From an optimization exercise on the open Yosys and OpenROAD flow, aimed at small area, a short achievable clock period and few clock cycles; shortcuts taken in it are not production practice. Function was not checked in any run shown here: the RTL went through the layout flow alone. Power figures rest on the tool's default switching activity, not on a simulated workload.

===== flow/design.v =====
module mix_core (
    input  wire        clk,
    input  wire        rst,
    output reg         mem_req,
    output reg         mem_we,
    output reg  [11:0] mem_addr,
    output reg  [30:0] mem_wdata,
    input  wire        mem_ack,
    input  wire [30:0] mem_rdata,
    output wire        halted,
    output reg  [2:0]  fault_kind,
    output reg  [13:0] fault_operand,
    output reg  [11:0] pc,
    output reg         ov,
    output reg  [30:0] rA,
    output reg  [30:0] rX,
    output reg  [12:0] rI1,
    output reg  [12:0] rI2,
    output reg  [12:0] rI3,
    output reg  [12:0] rI4,
    output reg  [12:0] rI5,
    output reg  [12:0] rI6
);
    localparam [2:0] F_INDEX     = 3'd1;
    localparam [2:0] F_INDEXSPEC = 3'd2;
    localparam [2:0] F_ARG       = 3'd3;
    localparam [2:0] F_OPCODE    = 3'd4;
    localparam [2:0] P_F0   = 3'd0;   
    localparam [2:0] P_FD   = 3'd1;   
    localparam [2:0] P_R    = 3'd2;   
    localparam [2:0] P_W    = 3'd3;   
    localparam [2:0] P_NF1  = 3'd4;   
    localparam [2:0] P_NF2  = 3'd5;   
    localparam [2:0] P_HALT = 3'd6;
    reg [2:0]  ph;
    reg        halt_q;
    assign halted = halt_q;
    reg [30:0] nb;         
    reg        nb_pcf;     
    reg [13:0] idx_q;      
    reg [5:0]  cur_c;      
    reg [2:0]  cur_r;      
    reg        cur_l0;     
    reg [4:0]  cur_fm;     
    reg        ex1;        
    reg        ex2;        
    reg        add_es;     
    reg        add_s;      
    wire        n_sign = nb[30];
    wire [11:0] n_addr = nb[29:18];
    wire [5:0]  n_i    = nb[17:12];
    wire [5:0]  n_f    = nb[11:6];
    wire [5:0]  n_c    = nb[5:0];
    wire [2:0]  n_l    = n_f[5:3];
    wire [2:0]  n_r    = n_f[2:0];
    wire n_bad_i = (n_i > 6'd6);
    wire n_bad_f = !((n_r <= 3'd5) && (n_l <= n_r));
    wire n_known = (n_c == 6'd1) || (n_c == 6'd2) || ((n_c >= 6'd8) && (n_c <= 6'd33));
    wire n_half  = ((n_c >= 6'd25) && (n_c <= 6'd30)) || (n_c == 6'd32);
    wire [2:0] n_s = (n_l == 3'd0) ? 3'd1 : n_l;
    wire [2:0] n_k = (n_l == 3'd0 && n_r == 3'd0) ? 3'd0 : (n_r - n_s + 3'd1);
    wire n_bad_k = n_half && (n_k > 3'd2);
    wire [4:0] n_fm;
    genvar gi;
    generate
        for (gi = 1; gi <= 5; gi = gi + 1) begin : g_nfm
            assign n_fm[5 - gi] = (gi >= n_l) && (gi <= n_r);
        end
    endgenerate
    wire [13:0] ea      = idx_q + ({2'b00, n_addr} ^ {14{n_sign}}) + {13'd0, n_sign};
    wire        ea_bad  = ea[13] || (ea[12:0] >= 13'd4000);
    wire early_fault = nb_pcf || n_bad_i || n_bad_f;
    wire any_fault   = early_fault || !n_known || n_bad_k || ea_bad;
    reg [2:0]  d_kind;
    reg [13:0] d_operand;
    always @(*) begin
        if (nb_pcf) begin
            d_kind = F_INDEX;     d_operand = {2'b00, pc};
        end else if (n_bad_i) begin
            d_kind = F_INDEXSPEC; d_operand = {8'd0, n_i};
        end else if (n_bad_f) begin
            d_kind = F_ARG;       d_operand = {8'd0, n_f};
        end else if (!n_known) begin
            d_kind = F_OPCODE;    d_operand = {8'd0, n_c};
        end else if (n_bad_k) begin
            d_kind = F_ARG;       d_operand = {11'd0, n_k};
        end else begin
            d_kind = F_INDEX;     d_operand = ea;
        end
    end
    wire       c_sub   = (cur_c[1:0] == 2'd2);
    wire       c_load  = (cur_c[5:3] == 3'd1) || (cur_c[5:3] == 3'd2);
    wire       c_loadn = (cur_c[5:3] == 3'd2);
    wire       c_store = cur_c[5] || (cur_c[4] && cur_c[3]);
    wire       c_stzero = cur_c[5];    
    wire [2:0] c_reg  = cur_c[2:0];
    wire [29:0] fm = {{6{cur_fm[4]}}, {6{cur_fm[3]}}, {6{cur_fm[2]}},
                      {6{cur_fm[1]}}, {6{cur_fm[0]}}};
    function [29:0] rotr;
        input [29:0] x;
        input [2:0]  n;
        case (n)
            3'd1: rotr = {x[5:0],  x[29:6]};
            3'd2: rotr = {x[11:0], x[29:12]};
            3'd3: rotr = {x[17:0], x[29:18]};
            3'd4: rotr = {x[23:0], x[29:24]};
            default: rotr = x;
        endcase
    endfunction
    wire in_r = (ph == P_R);
    wire [2:0] rsel = in_r ? c_reg : n_i[2:0];
    reg [12:0] rlo;    
    always @(*) begin
        case (rsel)
            3'd0: rlo = {rA[30], rA[11:0]};
            3'd1: rlo = rI1;
            3'd2: rlo = rI2;
            3'd3: rlo = rI3;
            3'd4: rlo = rI4;
            3'd5: rlo = rI5;
            3'd6: rlo = rI6;
            default: rlo = {rX[30], rX[11:0]};
        endcase
    end
    wire        st_full = (c_reg == 3'd0) || (c_reg == 3'd7);
    wire [17:0] st_hi   = !st_full ? 18'd0 : (c_reg[0] ? rX[29:12] : rA[29:12]);
    wire [30:0] st_src  = c_stzero ? 31'd0 : {rlo[12], st_hi, rlo[11:0]};
    wire [2:0]  r_st   = (cur_r == 3'd5) ? 3'd0 : cur_r;
    wire [2:0]  r_ld   = (cur_r == 3'd0) ? 3'd0 : (3'd5 - cur_r);
    wire [29:0] rot    = rotr(in_r ? st_src[29:0] : mem_wdata[29:0], in_r ? r_st : r_ld);
    wire [29:0] rd_keep = c_store ? ~fm : fm;
    wire [29:0] st_sh   = c_store ? (rot & fm) : 30'd0;
    wire        st_sgn  = c_store && cur_l0;
    wire [30:0] rd_word = {st_sgn ? st_src[30] : mem_rdata[30],
                           (mem_rdata[29:0] & rd_keep) | st_sh};
    wire        rd_es   = (cur_l0 && (rA[30] ^ mem_rdata[30])) ^ c_sub;
    wire        sa     = cur_l0 && rA[30];
    wire [30:0] op_a   = {1'b0, rA[29:0] & fm};
    wire [30:0] op_b   = {1'b0, mem_wdata[29:0]} ^ {31{add_es}};
    wire [31:0] y0     = {1'b0, op_a} + {1'b0, op_b};
    wire [30:0] p      = op_a ^ op_b;
    wire [31:0] allp;
    assign allp[0] = 1'b1;
    generate
        for (gi = 1; gi <= 31; gi = gi + 1) begin : g_allp
            assign allp[gi] = allp[gi - 1] & p[gi - 1];
        end
    endgenerate
    wire [30:0] y1     = p ^ ((y0[30:0] ^ p) | allp[30:0]);
    wire        ge     = y0[31] | allp[31];           
    wire [30:0] mag    = !add_es ? y0[30:0] : (ge ? y1 : ~y0[30:0]);
    wire        mag_s  = sa ^ (add_es && !ge);
    wire        cbit = ex2 && mem_wdata[30];
    wire [29:0] cv   = {5'd0, cbit && (cur_r == 3'd4), 5'd0, cbit && (cur_r == 3'd3),
                        5'd0, cbit && (cur_r == 3'd2), 5'd0, cbit && (cur_r == 3'd1), 6'd0};
    wire [30:0] res      = {cbit && (cur_r == 3'd5), rot | cv};
    wire        res_zero = (res == 31'd0);
    wire        ld_sgn   = cur_l0 && (mem_wdata[30] ^ c_loadn);
    wire [30:0] ld_word  = {ld_sgn, res[29:0]};
    wire [12:0] ld_half  = {ld_sgn, res[11:0]};
    wire [12:0] idx_sm = (n_i[2:0] == 3'd0) ? 13'd0 :
                         (ex1 && c_load && (c_reg == n_i[2:0])) ? ld_half : rlo;
    wire [13:0] idx_tc = idx_sm[12] ? -{2'b00, idx_sm[11:0]} : {2'b00, idx_sm[11:0]};
    wire [11:0] pc_inc   = pc + 12'd1;
    wire        no_fetch = (pc >= 12'd3999);
    wire decode = ((ph == P_FD) && mem_ack) || (ph == P_NF2);
    always @(posedge clk) begin
        idx_q <= idx_tc;
        if (rst) begin
            ph      <= P_F0;
            halt_q  <= 1'b0;
            mem_req <= 1'b1;
            mem_we  <= 1'b0;
            mem_addr <= 12'd0;
            pc      <= 12'd0;
            nb_pcf  <= 1'b0;
            ex1     <= 1'b0;
            ex2     <= 1'b0;
            ov      <= 1'b0;
            rA      <= 31'd0;
            rX      <= 31'd0;
            rI1     <= 13'd0;
            rI2     <= 13'd0;
            rI3     <= 13'd0;
            rI4     <= 13'd0;
            rI5     <= 13'd0;
            rI6     <= 13'd0;
        end else begin
            ex1 <= 1'b0;
            ex2 <= 1'b0;
            if (ex1) begin
                if (c_load) begin
                    case (c_reg)
                        3'd0: rA  <= ld_word;
                        3'd1: rI1 <= ld_half;
                        3'd2: rI2 <= ld_half;
                        3'd3: rI3 <= ld_half;
                        3'd4: rI4 <= ld_half;
                        3'd5: rI5 <= ld_half;
                        3'd6: rI6 <= ld_half;
                        default: rX <= ld_word;
                    endcase
                end else begin
                    mem_wdata <= mag;
                    add_s     <= mag_s;
                    ex2       <= 1'b1;
                end
            end
            if (ex2) begin
                rA <= {add_s && !res_zero, res[29:0]};
                if (res[30])
                    ov <= 1'b1;
            end
            case (ph)
                P_F0: begin
                    if (mem_ack) begin
                        nb       <= mem_rdata;
                        mem_addr <= pc_inc;
                        ph       <= P_FD;
                    end
                end
                P_R: begin
                    if (mem_ack) begin
                        mem_wdata <= rd_word;
                        add_es    <= rd_es;
                        if (c_store) begin
                            mem_we <= 1'b1;
                            ph     <= P_W;
                        end else begin
                            ex1 <= 1'b1;
                            if (no_fetch || nb_pcf) begin
                                mem_req <= 1'b0;
                                ph      <= P_NF1;
                            end else begin
                                mem_addr <= pc_inc;
                                ph       <= P_FD;
                            end
                        end
                    end
                end
                P_W: begin
                    if (mem_ack) begin
                        mem_we <= 1'b0;
                        if (mem_addr == pc)
                            nb <= mem_wdata;
                        if (no_fetch || nb_pcf) begin
                            mem_req <= 1'b0;
                            ph      <= P_NF1;
                        end else begin
                            mem_addr <= pc_inc;
                            ph       <= P_FD;
                        end
                    end
                end
                P_NF1: ph <= P_NF2;
                default: ;
            endcase
            if (decode) begin
                fault_kind    <= d_kind;
                fault_operand <= d_operand;
                cur_c         <= n_c;
                cur_r         <= n_r;
                cur_l0        <= (n_l == 3'd0);
                cur_fm        <= n_fm;
                mem_addr      <= ea[11:0];
                if (ph == P_FD)
                    nb <= mem_rdata;
                else
                    nb_pcf <= 1'b1;
                if (!early_fault)
                    pc <= pc_inc;
                if (any_fault) begin
                    mem_req <= 1'b0;
                    halt_q  <= 1'b1;
                    ph      <= P_HALT;
                end else begin
                    mem_req  <= 1'b1;
                    ph       <= P_R;
                end
            end
        end
    end
endmodule

===== flow/run.sh =====
#!/bin/bash
# synth_recipe.tcl (not shown) runs the flow's synth.tcl, then flattens the netlist and writes it again
# the make line also repeats each setting of config.mk as NAME=value (left out here)
make -C /OpenROAD-flow-scripts/flow DESIGN_CONFIG=/design/flow/config.mk WORK_HOME=/design/flow/orfs CLKGATE_MAP_FILE= SYNTH_SCRIPT=/design/flow/synth_recipe.tcl finish

===== flow/config.mk =====
export PLATFORM = sky130hd
export DESIGN_NAME = mix_core
export DESIGN_NICKNAME = mix_core
export VERILOG_FILES = /design/flow/design.v
export SDC_FILE = /design/flow/constraint.sdc
export NUM_CORES = 4
export LEC_CHECK = 0
export CAP_MARGIN = 20
export CORE_MARGIN = 2
export CORE_UTILIZATION = 40
export PLACE_DENSITY = 0.6
export SETUP_SLACK_MARGIN = 5
export SLEW_MARGIN = 20
export TNS_END_PERCENT = 100

===== flow/constraint.sdc =====
create_clock -name core_clock -period 10.0 [get_ports {clk}]
set_input_delay 2.0000 -clock core_clock [delete_from_list [all_inputs] [get_ports {clk}]]
set_output_delay 2.0000 -clock core_clock [all_outputs]
set_load 0.01 [all_outputs]

==> impl_metrics.csv, run 1 <==
group,metric,value,unit
outcome,status,"complete, no violations",
sta,layout_min_cycle_time,4.88,ns
setup_path,critPathLaunch,"ph[0]$_SDFFE_PP0P_",
clock_network,hold_buffers,0,
synthesis,synth_warnings,1,
setup_path,setup.worst_path.class,"flop to flop",
setup_path,end_kind,"flop",
die,io_pins,250,
synthesis,synth.most_common_cell,"nand2_1",
clock_network,cts_tree,"done",
synthesis,syn_nets,2710,
routing,via_per_inst,6.42,
routing,drcViolationCount,0,
worst_hold_path,hold_path.class,"flop to flop",
sta,rsz0062_at_grt,"no",
die,die_h,229,um
placed_design,place.gp.congestion,1.04,
routing,dr_wl_met2,43.4,mm
synthesis,synth_largest_area_cell,"dfxtp_1",
global_route,overflow,0,
worst_hold_path,hold_path_end,"ov$_SDFFE_PP0P_",
synthesis,netlist_instances,2623,
die,start_util,40.4,%
sta,setup_viol,0,
die,die_x,229,um
clock_network,root_buffer,"clkbuf_16",
synthesis,synth.top_cell.area_share,18.7,%
routing,wire_per_inst,28.9,um
layout,post-route-util,49.0,%
setup_path,rrSetupSlack,5.12,ns
power,p_per_area,164,mW/mm2
sta,max-slew-margin-rel,25.6,%
routing,num_vias,22200,
placed_design,placed_area,0.0231,mm2
placed_design,io_buffers,249,
synthesis,synth_common_cells,"482 x nand2_1, 270 x a21oi_1, 204 x nor2_1",
global_route,grt_max_degree,116,
sta,setup_tns,0,ns
routing,first_iter_violations,2553,
global_route,grt_pass1_vias,20600,
job,drv_cap,0,
routing,wl,99.9,mm
synthesis,syn-cell-area,0.0202,mm2
synthesis,ys.flop_type,"dfxtp_1",
global_route,gr-usage-all-layers,36.6,%
synthesis,synthTopCellsByArea,"dfxtp_1 19%, edfxtp_1 14%, nand2_1 9.0%",
worst_hold_path,hp-start,"ov$_SDFFE_PP0P_",
power,p_leak,8.77,nW
sta,max_freq,205,MHz
sta,finalMaxSlewViolations,0,
worst_hold_path,hold_depth,2,
layout,fillers,4972,
layout,final_cell_area,0.0245,mm2
synthesis,ys_types,90,
routing,dr.pass1.iters,9,
clock_network,ctsLongestPathBuffers,3,
synthesis,synth_seq_cells,284,
setup_path,worst-endpoint-arrival,5.31,ns
layout,final_nets,2840,
setup_path,reg2regPathDepth,12,
power,vdd_ir_drop_max,0.103,mV
setup_path,setup.worst_path.start_class,"flop",
routing,wl_met3,9.39,mm
sta,clock_skew,0.0159,ns
sta,holdWs,0.448,ns
global_route,grt_pass1_wl,143,mm
layout,drive_above_1_share,7.09,%
clock_network,numCtsBuffers,36,
layout,area.growth.synth_to_final,21.3,%
setup_path,worst_ep_required_time,10.42,ns
routing,m1WireLength,41.6,mm
sta,tightest_slew,1.12,ns
setup_path,crit_fanout,55,
synthesis,yosysSeqAreaShare,32.9,%
routing,ant_nets,0,
clock_network,clkSinkCount,284,
placed_design,place_hpwl,73.6,mm
synthesis,synthArstFlopShare,0,%
die,core-area,0.0500,mm2
sta,hold_viol,0,
setup_path,worst_r2r_startpoint,"ph[0]$_SDFFE_PP0P_",
synthesis,synth_edf_count,96,
synthesis,syn_area_per_cell,7.69,um2
routing,dr.max_layer_used,"met5",
die,rows,82,
setup_path,timing.rr.end,"idx_q[9]$_DFF_P_",
die,die-area,0.0523,mm2
clock_network,htree_num_levels,2,
sta,period_share,48.8,%
clock_network,clk_pin_slew,0.06,ns
global_route,antenna_found_initial,10,
clock_network,clock_latency,0.56,ns
metrics by stage:
| step | setup slack, ns | cells | total power [mW] |
|---|---|---|---|
| CTS | 5.02 | 3446 | 3.97 |
| global route | 5.01 | 3449 | 4.14 |
| floorplan | 5.12 | 2623 | 2.12 |
| finish | 5.12 | 3453 | 4.00 |
| global placement | 4.64 | 3384 | 2.59 |
| detailed placement | 4.48 | 3384 | 2.59 |
worst max-delay path: stages (launching register included):
cell and delay (ns):
dfxtp_2 0.61, or3b_4 0.44, buf_6 0.44, mux2i_1 0.24, buf_4 0.25, o211a_2 0.51
buf_4 0.39, nand2_1 0.12, o221a_2 0.46, or3_4 0.43, o21ai_2 0.27, a31oi_1 0.14
xnor2_1 0.36
timing repair:
item	4_1_cts	5_1_grt
setup endpoints to repair	20	36
buffers inserted	0	1
gates cloned	0	1
resized for setup	9	12
pin swaps	0	2
report_power, final:
group          total (mW)  internal, mW  switching (mW)  leakage [nW]
registers            1.41          1.28           0.129          2.44
logic                1.22         0.416           0.800          5.74
clock network        1.38         0.821           0.559         0.593
total                4.00          2.51            1.49          8.77
worst max path at each step:
stage	slack [ns]	depth (start not counted)	end
final	5.12	12	idx_q[9]$_DFF_P_
after global routing	5.01	12	idx_q[9]$_DFF_P_
after CTS	5.02	15	idx_q[6]$_DFF_P_
after detailed placement	4.48	15	idx_q[6]$_DFF_P_
after global placement	4.64	9	nb[29]$_DFFE_PN_
after floorplan	5.12	19	mem_wdata[2]$_DFFE_PN_
logic make-up after synthesis:
family	count (synthesis)	share of synthesized area [%]
and+or+nand+nor	958	21.2
AOI/OAI and AO/OA	863	27.7
DFF	284	32.9
muxes	83	4.28
xor gates and xnor gates	126	5.47
adders and majority gates	53	3.36
buffers and inverters	256	5.05
cell type report:
type                    count  area, um2  area share, %
flip-flops and latches    284       6650           27.2
diodes                      4       10.0         0.0409
inverters                  46        173          0.706
clock inverters            16        208          0.849
multi-input cells        2084      12700           51.8
repair buffers            301       2910           11.9
clock buffers              46       1010           4.13
well taps                 672        841           3.44
cell usage in the layout, fill, tap and decap left out, drive strengths merged, types with 12 or more instances in the layout:
cell type      instances
nor2b                 15
o211ai                14
a211oi                50
nand2b                21
mux2i                 60
inv                   49
a22o                  14
o31ai                 12
o22ai                 29
buf                   53
and2                  44
clkbuf                46
nor4                  12
a311oi                12
or3                   13
ha                    51
clkdlybuf4s50        248
and3                  23
xnor2                 48
o21ai                153
xor2                  78
a211o                 14
mux2                  23
a21o                  31
edfxtp                96
dfxtp                188
a22oi                 74
o221ai                20
nand2                482
a21oi                274
a221oi                16
nand3                 44
a31oi                 51
nor3                  38
nor3b                 12
nor2                 204
flip-flops by register name (all words and copies together) (netlist names), 5 cells and up:
| name | cells |
|---|---|
| rA | 31 |
| cur_fm | 5 |
| nb | 31 |
| pc | 12 |
| rI1 | 13 |
| mem_wdata | 31 |
| rX | 31 |
| rI2 | 13 |
| rI6 | 13 |
| fault_operand | 14 |
| idx_q | 14 |
| cur_c | 6 |
| mem_addr | 12 |
| rI3 | 13 |
| rI4 | 13 |
| rI5 | 13 |
layer usage:
layer  up-vias  track usage (%)
li1       9794                -
met1     10800             49.8
met2      1307             56.0
met3       265             6.42
met4        10             17.8
met5         -                0
==> run 2: changes to the inputs <==
--- a/flow/design.v
+++ b/flow/design.v
@@ -43,8 +43,10 @@
     reg        cur_l0;     
     reg [4:0]  cur_fm;     
     reg        ex1;        
+    reg        exn;        
     reg        ex2;        
     reg        add_es;     
+    reg [2:0]  add_r;      
     reg        add_s;      
     wire        n_sign = nb[30];
     wire [11:0] n_addr = nb[29:18];
@@ -126,8 +128,10 @@
     wire [17:0] st_hi   = !st_full ? 18'd0 : (c_reg[0] ? rX[29:12] : rA[29:12]);
     wire [30:0] st_src  = c_stzero ? 31'd0 : {rlo[12], st_hi, rlo[11:0]};
     wire [2:0]  r_st   = (cur_r == 3'd5) ? 3'd0 : cur_r;
-    wire [2:0]  r_ld   = (cur_r == 3'd0) ? 3'd0 : (3'd5 - cur_r);
-    wire [29:0] rot    = rotr(in_r ? st_src[29:0] : mem_wdata[29:0], in_r ? r_st : r_ld);
+    wire [2:0]  x_r    = ex2 ? add_r : cur_r;
+    wire [2:0]  r_ld   = (x_r == 3'd0) ? 3'd0 : (3'd5 - x_r);
+    wire        rot_st = in_r && !ex2;
+    wire [29:0] rot    = rotr(rot_st ? st_src[29:0] : mem_wdata[29:0], rot_st ? r_st : r_ld);
     wire [29:0] rd_keep = c_store ? ~fm : fm;
     wire [29:0] st_sh   = c_store ? (rot & fm) : 30'd0;
     wire        st_sgn  = c_store && cur_l0;
@@ -135,25 +139,15 @@
                            (mem_rdata[29:0] & rd_keep) | st_sh};
     wire        rd_es   = (cur_l0 && (rA[30] ^ mem_rdata[30])) ^ c_sub;
     wire        sa     = cur_l0 && rA[30];
-    wire [30:0] op_a   = {1'b0, rA[29:0] & fm};
-    wire [30:0] op_b   = {1'b0, mem_wdata[29:0]} ^ {31{add_es}};
-    wire [31:0] y0     = {1'b0, op_a} + {1'b0, op_b};
-    wire [30:0] p      = op_a ^ op_b;
-    wire [31:0] allp;
-    assign allp[0] = 1'b1;
-    generate
-        for (gi = 1; gi <= 31; gi = gi + 1) begin : g_allp
-            assign allp[gi] = allp[gi - 1] & p[gi - 1];
-        end
-    endgenerate
-    wire [30:0] y1     = p ^ ((y0[30:0] ^ p) | allp[30:0]);
-    wire        ge     = y0[31] | allp[31];           
-    wire [30:0] mag    = !add_es ? y0[30:0] : (ge ? y1 : ~y0[30:0]);
-    wire        mag_s  = sa ^ (add_es && !ge);
+    wire        inv    = !ex1 || add_es;
+    wire [30:0] op_a   = {1'b0, rA[29:0] & fm & {30{ex1}}};
+    wire [30:0] op_b   = {ex1 ? 1'b0 : mem_wdata[30], mem_wdata[29:0]} ^ {31{inv}};
+    wire [31:0] sum    = {1'b0, op_a} + {1'b0, op_b} + {31'd0, inv};
+    wire        neg    = add_es && !sum[31];          
     wire        cbit = ex2 && mem_wdata[30];
-    wire [29:0] cv   = {5'd0, cbit && (cur_r == 3'd4), 5'd0, cbit && (cur_r == 3'd3),
-                        5'd0, cbit && (cur_r == 3'd2), 5'd0, cbit && (cur_r == 3'd1), 6'd0};
-    wire [30:0] res      = {cbit && (cur_r == 3'd5), rot | cv};
+    wire [29:0] cv   = {5'd0, cbit && (add_r == 3'd4), 5'd0, cbit && (add_r == 3'd3),
+                        5'd0, cbit && (add_r == 3'd2), 5'd0, cbit && (add_r == 3'd1), 6'd0};
+    wire [30:0] res      = {cbit && (add_r == 3'd5), rot | cv};
     wire        res_zero = (res == 31'd0);
     wire        ld_sgn   = cur_l0 && (mem_wdata[30] ^ c_loadn);
     wire [30:0] ld_word  = {ld_sgn, res[29:0]};
@@ -175,6 +169,7 @@
             pc      <= 12'd0;
             nb_pcf  <= 1'b0;
             ex1     <= 1'b0;
+            exn     <= 1'b0;
             ex2     <= 1'b0;
             ov      <= 1'b0;
             rA      <= 31'd0;
@@ -187,6 +182,7 @@
             rI6     <= 13'd0;
         end else begin
             ex1 <= 1'b0;
+            exn <= 1'b0;
             ex2 <= 1'b0;
             if (ex1) begin
                 if (c_load) begin
@@ -201,10 +197,16 @@
                         default: rX <= ld_word;
                     endcase
                 end else begin
-                    mem_wdata <= mag;
-                    add_s     <= mag_s;
-                    ex2       <= 1'b1;
-                end
+                    mem_wdata <= sum[30:0];
+                    add_s     <= sa ^ neg;
+                    add_r     <= cur_r;
+                    exn       <= neg;
+                    ex2       <= !neg;
+                end
+            end
+            if (exn) begin
+                mem_wdata <= sum[30:0];
+                ex2       <= 1'b1;
             end
             if (ex2) begin
                 rA <= {add_s && !res_zero, res[29:0]};
@@ -253,6 +255,7 @@
                     end
                 end
                 P_NF1: ph <= P_NF2;
+                P_HALT: halt_q <= 1'b1;
                 default: ;
             endcase
             if (decode) begin
@@ -271,7 +274,7 @@
                     pc <= pc_inc;
                 if (any_fault) begin
                     mem_req <= 1'b0;
-                    halt_q  <= 1'b1;
+                    halt_q  <= !exn;
                     ph      <= P_HALT;
                 end else begin
                     mem_req  <= 1'b1;
==> flow/flow/run.sh (new file) <==
#!/bin/bash
set -euo pipefail
cd "$(dirname "$0")/.."
MARGIN=$(cat flow/margin.txt 2>/dev/null || echo 5)
bash standard.sh \
  "BUFFER_PORTS_ARGS=-buffer_cell sky130_fd_sc_hd__buf_1" \
  "SETUP_SLACK_MARGIN=${MARGIN}" \
  finish > standard_make.log 2>&1
==> flow/flow/margin.txt (new file) <==
7
==> flow/standard.sh (new file) <==
#!/bin/bash
# synth_recipe.tcl (not shown) runs the flow's synth.tcl, then flattens the netlist and writes it again
# the make line also repeats each setting of config.mk as NAME=value (left out here)
make -C /OpenROAD-flow-scripts/flow DESIGN_CONFIG=/design/flow/config.mk WORK_HOME=/design/flow/orfs CLKGATE_MAP_FILE= SYNTH_SCRIPT=/design/flow/synth_recipe.tcl "${@:-finish}"
--- a/flow/config.mk
+++ b/flow/config.mk
@@ -9,6 +9,5 @@
 export CORE_MARGIN = 2
 export CORE_UTILIZATION = 40
 export PLACE_DENSITY = 0.6
-export SETUP_SLACK_MARGIN = 5
 export SLEW_MARGIN = 20
 export TNS_END_PERCENT = 100
removed: flow/run.sh
==> run 2 against run 1 <==
Effect of this change:
- sequential power fell by 6%
- die area fell by 1.4%
- cell count rose by 13%
- utilization rose by 19 points
- critical path depth rose by 2
- synthesized area fell by 1.4%
- global-route usage rose by 4.4 points
- worst setup slack improved by 1.2 ns
- largest power group is now combinational logic
==> impl_metrics.csv, run 2 <==
group,metric,value,unit
outcome,status,"complete, no violations",
die,die-area,0.0515,mm2
power,power.share.clock,33.5,%
synthesis,yosysSeqAreaShare,34.0,%
synthesis,synth_warnings,1,
power,vdd_ir_drop_max,0.107,mV
synthesis,netlist_instances,2518,
routing,num_vias,25400,
setup_path,critPathLaunch,"ph[2]$_SDFFE_PP0P_",
routing,drcViolationCount,0,
placed_design,pre_cts_ws,4.99,ns
global_route,overflow,0,
layout,layout_commonest_cell,"buf_4",
synthesis,synthTopCellsByArea,"dfxtp_1 19%, edfxtp_1 15%, nand2_1 7.6%",
worst_hold_path,hold_path.class,"flop to flop",
sta,layout_min_cycle_time,3.69,ns
layout,layout_common_cells,"434 x buf_4, 340 x nand2_1, 288 x buf_6, 207 x nor2_1, 155 x a21oi_1",
setup_path,rrSetupSlack,6.31,ns
die,die_h,227,um
synthesis,ys.flop_type,"dfxtp_1",
routing,wl,113,mm
clock_network,clk_pin_slew,0.06,ns
synthesis,synth.top_cell.area_share,19.0,%
sta,setup_viol,0,
sta,finalMaxSlewViolations,0,
clock_network,htree_num_levels,2,
clock_network,clock_latency,0.58,ns
sta,clock_skew,0.0184,ns
global_route,grt_pass1_vias,22900,
sta,worst_slack,6.31,ns
setup_path,worst_ep_required_time,10.44,ns
global_route,grt_pass1_wl,155,mm
global_route,met3_usage,10.0,%
global_route,gr-usage-met2,62.9,%
synthesis,synth_seq_cells,288,
clock_network,cts_tree,"done",
layout,final_nets,3310,
power,comb_power_share,35.8,%
placed_design,place_hpwl,68.5,mm
global_route,grt.busiest_layer,"met2",
setup_path,crit_fanout,5,
global_route,antenna_found_initial,4,
die,rows,81,
sta,max-slew-margin-rel,31.3,%
sta,period_share,36.9,%
power,p_sw,1.53,mW
clock_network,hold_buffers,0,
routing,first_iter_violations,3331,
die,die_x,227,um
synthesis,synthArstFlopShare,0,%
global_route,grt_max_degree,142,
job,drv_cap,0,
sta,max_freq,271,MHz
power,p_sw_share,35.4,%
synthesis,synth_largest_area_cell,"dfxtp_1",
power,p_seq_share,30.7,%
die,core-area,0.0491,mm2
clock_network,ctsLongestPathBuffers,3,
synthesis,ys_types,98,
synthesis,synth.most_common_cell,"nand2_1",
power,p_int,2.80,mW
global_route,grtUsageMet1,53.5,%
worst_hold_path,hp-start,"mem_req$_SDFFE_PP1P_",
layout,area.growth.synth_to_final,68.2,%
setup_path,worst_r2r_startpoint,"ph[2]$_SDFFE_PP0P_",
routing,dr.pass1.iters,8,
setup_path,crit_top_cell,"buf_12",
routing,ant_nets,0,
setup_path,cp_cell_sequence,"or3b_4 > buf_12 > nor4b_4 > or3_4 > buf_12 > buf_4 > nor3_4 > buf_6 > a22oi_2 > o21ai_1 > o32a_1 > or4_1 > nor4_1 > a31oi_1",
clock_network,clkSinkCount,288,
global_route,gr-usage-all-layers,40.9,%
sta,holdWs,0.497,ns
sta,hold_viol,0,
die,start_util,40.6,%
power,p_leak,13.2,nW
synthesis,syn_area_per_cell,7.90,um2
setup_path,setup.worst_path.start_class,"flop",
setup_path,end_kind,"flop",
die,io_pins,250,
synthesis,syn_nets,2603,
layout,drive_above_1_share,49.3,%
routing,via_per_inst,6.48,
placed_design,io_buffers,249,
clock_network,numCtsBuffers,36,
power,p_per_area,129,mW/mm2
synthesis,synth_common_cells,"401 x nand2_1, 259 x nor2_1, 250 x a21oi_1",
setup_path,setup.worst_path.class,"flop to flop",
setup_path,cpMaxStageDelayCell,"or4_1",
clock_network,root_buffer,"clkbuf_16",
setup_path,slowest_delay,0.55,ns
sta,rsz0062_at_grt,"yes",
sta,setup_tns,0,ns
synthesis,synth_edf_count,99,
sta,tightest_slew,1.03,ns
placed_design,place.gp.congestion,1.01,
routing,wire_per_inst,28.9,um
setup_path,worst-endpoint-arrival,4.13,ns
synthesis,syn-cell-area,0.0199,mm2
==> run 2: cell count changes in the layout (fill, tap and decap cells not counted), moves of 58 or more <==
cell | before | now
buf_4 | 49 | 434
buf_6 | 2 | 288
clkdlybuf4s50_1 | 248 | 0
dfxtp_1 | 185 | 16
nand2_1 | 480 | 340
a21oi_1 | 266 | 155
dfxtp_4 | 0 | 102
o21ai_0 | 148 | 61
a21oi_2 | 5 | 81
dfxtp_2 | 3 | 71
a22oi_1 | 74 | 8
a22oi_2 | 0 | 58
==> run 2: cell type report <==
| type | instances | area [um2] |
|---|---|---|
| multi-input cells | 2002 | 15700 |
| fillers | 3681 | 15600 |
| repair buffers | 861 | 8240 |
| flip-flops and latches | 288 | 7230 |
| clock buffers | 51 | 1070 |
| well taps | 664 | 831 |
| clock inverters | 13 | 209 |
| inverters | 36 | 148 |
| diodes | 2 | 5.00 |
==> run 2: timing repair <==
item	4_1_cts	5_1_grt
buffers inserted	420	124
gates resized for setup	1068	392
pin swaps	189	196
cloned	20	2
endpoints found under the setup margin	545	498
==> run 2: power groups by stage <==
stage | clock network [mW] | registers [mW] | logic [mW]
after detailed placement | 0 | 1.41 | 0.894
after CTS | 1.44 | 1.33 | 1.31
after global routing | 1.49 | 1.33 | 1.60
after global placement | 0 | 1.41 | 0.877
after floorplan | 0 | 1.34 | 0.651
final | 1.45 | 1.33 | 1.55
==> run 2: final timing paths <==
path / to / depth (start not counted)
worst max-delay path: rA[30]$_SDFFE_PP0P_ / 14
worst min-delay path: mem_req$_SDFFE_PP1P_ / 1
worst max register to register: rA[30]$_SDFFE_PP0P_ / 14
worst min register to register: mem_req$_SDFFE_PP1P_ / 1
==> run 2: stage by stage <==
step / power, mW / util (%) / instances / instance area, um2
finish: 4.33 / 68.2 / 3917 / 33500
global route: 4.42 / 68.2 / 3915 / 33500
CTS: 4.08 / 62.8 / 3789 / 30800
detailed placement: 2.30 / 44.6 / 3285 / 21900
global placement: 2.28 / 44.5 / 3283 / 21800
floorplan: 2.00 / - / 2518 / 20700
==> run 2: per-layer routing <==
metal | wire length (um) | share of wire (%)
met5 | 88 | 0.078
met2 | 49000 | 43
met1 | 42200 | 37
met4 | 7860 | 6.9
met3 | 14200 | 13
==> run 2: worst max-delay path: cells and delay by family (launching register included) <==
family / cells / cell delay, ns
AO/OA/AOI/OAI: 4 / 0.76
buffers and inverters: 4 / 0.58
flip-flops: 1 / 0.36
AND/OR/NAND/NOR: 6 / 1.84
==> run 2: logic make-up (layout without fill, tap and decap cells) <==
family                     Yosys count  after routing  share of synthesized area, %
AOI/OAI and AO/OA                  790            790                          26.4
buffers and inverters              230            961                          4.77
other                                0              2                             0
muxes                               83             83                          4.31
DFF                                288            288                          34.0
and+or+nand+nor                    952            954                          21.8
adders and majority gates           51             51                          3.28
xor gates and xnor gates           124            124                          5.46
==> run 3: changes to the inputs <==
==> flow/flow/margin.txt (replaced) <==
6
--- a/flow/config.mk
+++ b/flow/config.mk
@@ -5,6 +5,7 @@
 export SDC_FILE = /design/flow/constraint.sdc
 export NUM_CORES = 4
 export LEC_CHECK = 0
+export ABC_AREA = 1
 export CAP_MARGIN = 20
 export CORE_MARGIN = 2
 export CORE_UTILIZATION = 40
==> run 3 against run 2 <==
Effect of this change:
- sequential share of layout area grew 9.4 points
- global-route usage shrank 10 points
- worst setup slack lost 0.19 ns
- fmax shrank 4.8%
- critical endpoint unchanged
- cell count shrank 10%
- clock power shrank 3%
==> impl_metrics.csv, run 3 <==
group,metric,value,unit
sta,tightest_slew,0.980,ns
routing,wire_per_inst,22.8,um
setup_path,crit_top_cell,"nand2_1",
die,io_pins,250,
synthesis,synth_edf_count,99,
synthesis,yosysSeqAreaShare,35.4,%
clock_network,clock_latency,0.58,ns
sta,max_freq,258,MHz
power,p_sw_share,34.2,%
routing,ant_nets,0,
synthesis,ys_types,58,
layout,diodes,0,
layout,fillers,5006,
routing,wl,80.1,mm
clock_network,cts_tree,"done",
routing,via_per_inst,5.83,
routing,first_iter_violations,2903,
worst_hold_path,hold_path.class,"flop to flop",
routing,drcViolationCount,0,
synthesis,syn-cell-area,0.0191,mm2
power,p_seq_share,38.0,%
synthesis,synth_largest_area_cell,"dfxtp_1",
clock_network,clkSinkCount,288,
placed_design,place.gp.congestion,0.966,
synthesis,synthArstFlopShare,0,%
synthesis,synth_warnings,1,
routing,dr.pass1.iters,6,
sta,clock_skew,0.0227,ns
layout,multi_input_area,0.0107,mm2
clock_network,ctsLongestPathBuffers,3,
job,drv_cap,0,
power,power.share.clock,39.5,%
routing,num_vias,20500,
power,vdd_ir_drop_max,0.106,mV
power,comb_power_share,22.5,%
synthesis,synth.top_cell.area_share,19.8,%
layout,regArea,0.00676,mm2
die,start_util,40.2,%
power,p_sw,1.21,mW
layout,layout_commonest_cell,"nand2_1",
sta,max-slew-margin-rel,34.5,%
die,die-area,0.0495,mm2
setup_path,setup.worst_path.class,"flop to flop",
synthesis,synth.most_common_cell,"nand2_1",
clock_network,htree_num_levels,2,
synthesis,syn_area_per_cell,7.08,um2
sta,setup_viol,0,
placed_design,dp.cells,3438,
placed_design,place_hpwl,59.4,mm
die,die_h,222,um
global_route,grt_pass1_wl,116,mm
global_route,antenna_found_initial,0,
setup_path,end_kind,"flop",
global_route,grt_pass1_vias,18400,
synthesis,synth_seq_cells,288,
clock_network,clk_pin_slew,0.06,ns
layout,layout_common_cells,"529 x nand2_1, 327 x o21ai_0, 272 x inv_1, 248 x buf_1, 237 x a21oi_1",
die,die_x,222,um
setup_path,worst-endpoint-arrival,4.34,ns
sta,rsz0062_at_grt,"no",
die,core-area,0.0474,mm2
setup_path,worst_r2r_startpoint,"ph[1]$_SDFFE_PP0P_",
placed_design,io_buffers,249,
setup_path,crit_path_end,"rA[30]$_SDFFE_PP0P_",
synthesis,netlist_instances,2698,
layout,layoutNonFillerInstCount,3517,
sta,period_share,38.8,%
global_route,gr-usage-all-layers,30.8,%
power,power.total,3.54,mW
layout,area.growth.synth_to_final,14.2,%
global_route,grt_max_degree,141,
global_route,overflow,0,
synthesis,ys.flop_type,"dfxtp_1",
setup_path,timing.rr.end,"rA[30]$_SDFFE_PP0P_",
setup_path,reg2regPathDepth,19,
synthesis,syn_nets,2783,
clock_network,numCtsBuffers,36,
setup_path,rrSetupSlack,6.12,ns
sta,layout_min_cycle_time,3.88,ns
setup_path,cpMaxStageDelayCell,"nor2_1",
sta,holdWs,0.474,ns
setup_path,crit_fanout,44,
setup_path,critPathLaunch,"ph[1]$_SDFFE_PP0P_",
synthesis,synthTopCellsByArea,"dfxtp_1 20%, edfxtp_1 16%, nand2_1 11%",
power,p_leak,9.14,nW
outcome,status,"complete, no violations",
setup_path,setup.worst_path.start_class,"flop",
sta,hold_viol,0,
die,rows,80,
clock_network,root_buffer,"clkbuf_16",
layout,final_nets,2960,
synthesis,synth_common_cells,"537 x nand2_1, 329 x o21ai_0, 277 x inv_1",
power,p_per_area,162,mW/mm2
clock_network,hold_buffers,0,
layout,drive_above_1_share,7.13,%
setup_path,slowest_delay,0.58,ns
sta,finalMaxSlewViolations,0,
setup_path,worst_ep_required_time,10.46,ns
setup_path,cp_cell_sequence,"inv_4 > nor2_4 > nand3_1 > nand2_8 > inv_4 > nand4_1 > nand2_1 > nor2_1 > nand2_1 > nand3_1 > nand2_1 > nand2_1 > nand3_1 > nor2_1 > nand2_1 > nor2_1 > nand3_1 > o21bai_1 > a21oi_1",
power,p_int,2.33,mW
layout,post-route-util,46.0,%
sta,setup_tns,0,ns
==> run 3: cell count changes in the layout (fill, tap and decap cells not counted), moves of 169 or more <==
cell / before / now
dfxtp_1: 16 / 185
inv_1: 28 / 272
buf_1: 52 / 248
buf_6: 288 / 2
nand2_1: 340 / 529
o21ai_0: 61 / 327
buf_4: 434 / 29
==> run 3: area by class of cell <==
| cell class | count | share of cell area [%] |
|---|---|---|
| multi-input cells | 1975 | 49.0 |
| inverters | 292 | 5.20 |
| repair buffers | 282 | 5.58 |
| well taps | 615 | 3.53 |
| clock buffers | 49 | 4.59 |
| flip-flops and latches | 288 | 31.0 |
| clock inverters | 16 | 1.10 |
==> run 3: power by group through the flow <==
stage               combinational [mW]  clock, mW  sequential [mW]
global route                     0.860       1.45             1.35
finish                           0.794       1.40             1.34
detailed placement               0.755          0             1.37
global placement                 0.745          0             1.37
floorplan                        0.528          0             1.33
CTS                              0.762       1.41             1.34
==> run 3: worst max-delay path, delay by kind of cell, from the launching register on <==
family,cells,cell delay (ns)
AO/OA/AOI/OAI,2,0.28
flip-flops,1,0.44
buffers and inverters,2,0.32
AND/OR/NAND/NOR,15,2.69
==> run 3: how the worst min path moves through the flow <==
stage                          startpoint                  to  slack [ns]  depth (start not counted)
after floorplan           nb[4]$_DFFE_PN_  cur_c[4]$_DFFE_PP_        0.45                          0
after global placement    ov$_SDFFE_PP0P_     ov$_SDFFE_PP0P_        0.46                          2
after detailed placement  ov$_SDFFE_PP0P_     ov$_SDFFE_PP0P_        0.47                          2
after CTS                 ov$_SDFFE_PP0P_     ov$_SDFFE_PP0P_        0.48                          2
after global routing      nb[4]$_DFFE_PN_  cur_c[4]$_DFFE_PP_        0.52                          0
final                     ov$_SDFFE_PP0P_     ov$_SDFFE_PP0P_        0.47                          2
==> run 3: per-stage QoR <==
stage | cell area [um2] | worst slack (ns)
final | 21800 | 6.12
after global placement | 20300 | 4.69
after CTS | 21600 | 6.00
after floorplan | 19100 | 6.04
after detailed placement | 20300 | 4.53
after global routing | 21800 | 6.01
==> run 3: per-layer routing <==
layer,share of wire [%],global-route usage (%)
met5,0,0
met4,4.1,12.1
met3,9.6,4.50
met2,42,45.5
met1,44,45.1
==> run 3: repair_timing <==
item                                    CTS  global route
gates cloned                              1             2
pin swaps                                 1             2
gates resized for setup                  20            24
endpoints found under the setup margin   84            43
buffers inserted                          4             7
==> run 3: cell families after synthesis <==
kind of cell | count (synthesis) | synth area share [%]
compound gates | 755 | 21.9
xor+xnor | 99 | 4.54
mux | 2 | 0.105
buf+inv | 438 | 9.61
simple gates | 1065 | 25.1
flops | 288 | 35.4
fa+ha+maj | 51 | 3.42

## separate check: timing with driven ports
Ports are ideal in the flow. The routed layouts listed here were re-timed in OpenROAD. Step 1 (the two cells are an assumption about what drives the block):
set clk [get_ports {clk}]
set_driving_cell -lib_cell sky130_fd_sc_hd__clkbuf_16 $clk
set_driving_cell -lib_cell sky130_fd_sc_hd__buf_2 [delete_from_list [all_inputs] $clk]
Step 2 times the ports against the registers' clock, not the clock port: input delays grow and output delays shrink by t, the midpoint of the rising clock arrivals with the driver on. Three values: ideal ports, drivers, drivers and shift; two values: the first two.
run	shift t [ns]	slack for setup (ns)	worst setup path after step 2	pins driven straight from the clock port
run 1	0.613	5.119 / 5.119 / 4.785	input to register	1
run 2	0.631	6.310 / 6.310 / 6.160	input to register	1
run 3	0.627	6.124 / 6.124 / 5.631	input to register	1
After both steps every run listed still meets setup and hold. For run 3, which loses most, drivers alone change the setup slack by 0.000 ns; drivers and shift together by -0.493 ns.
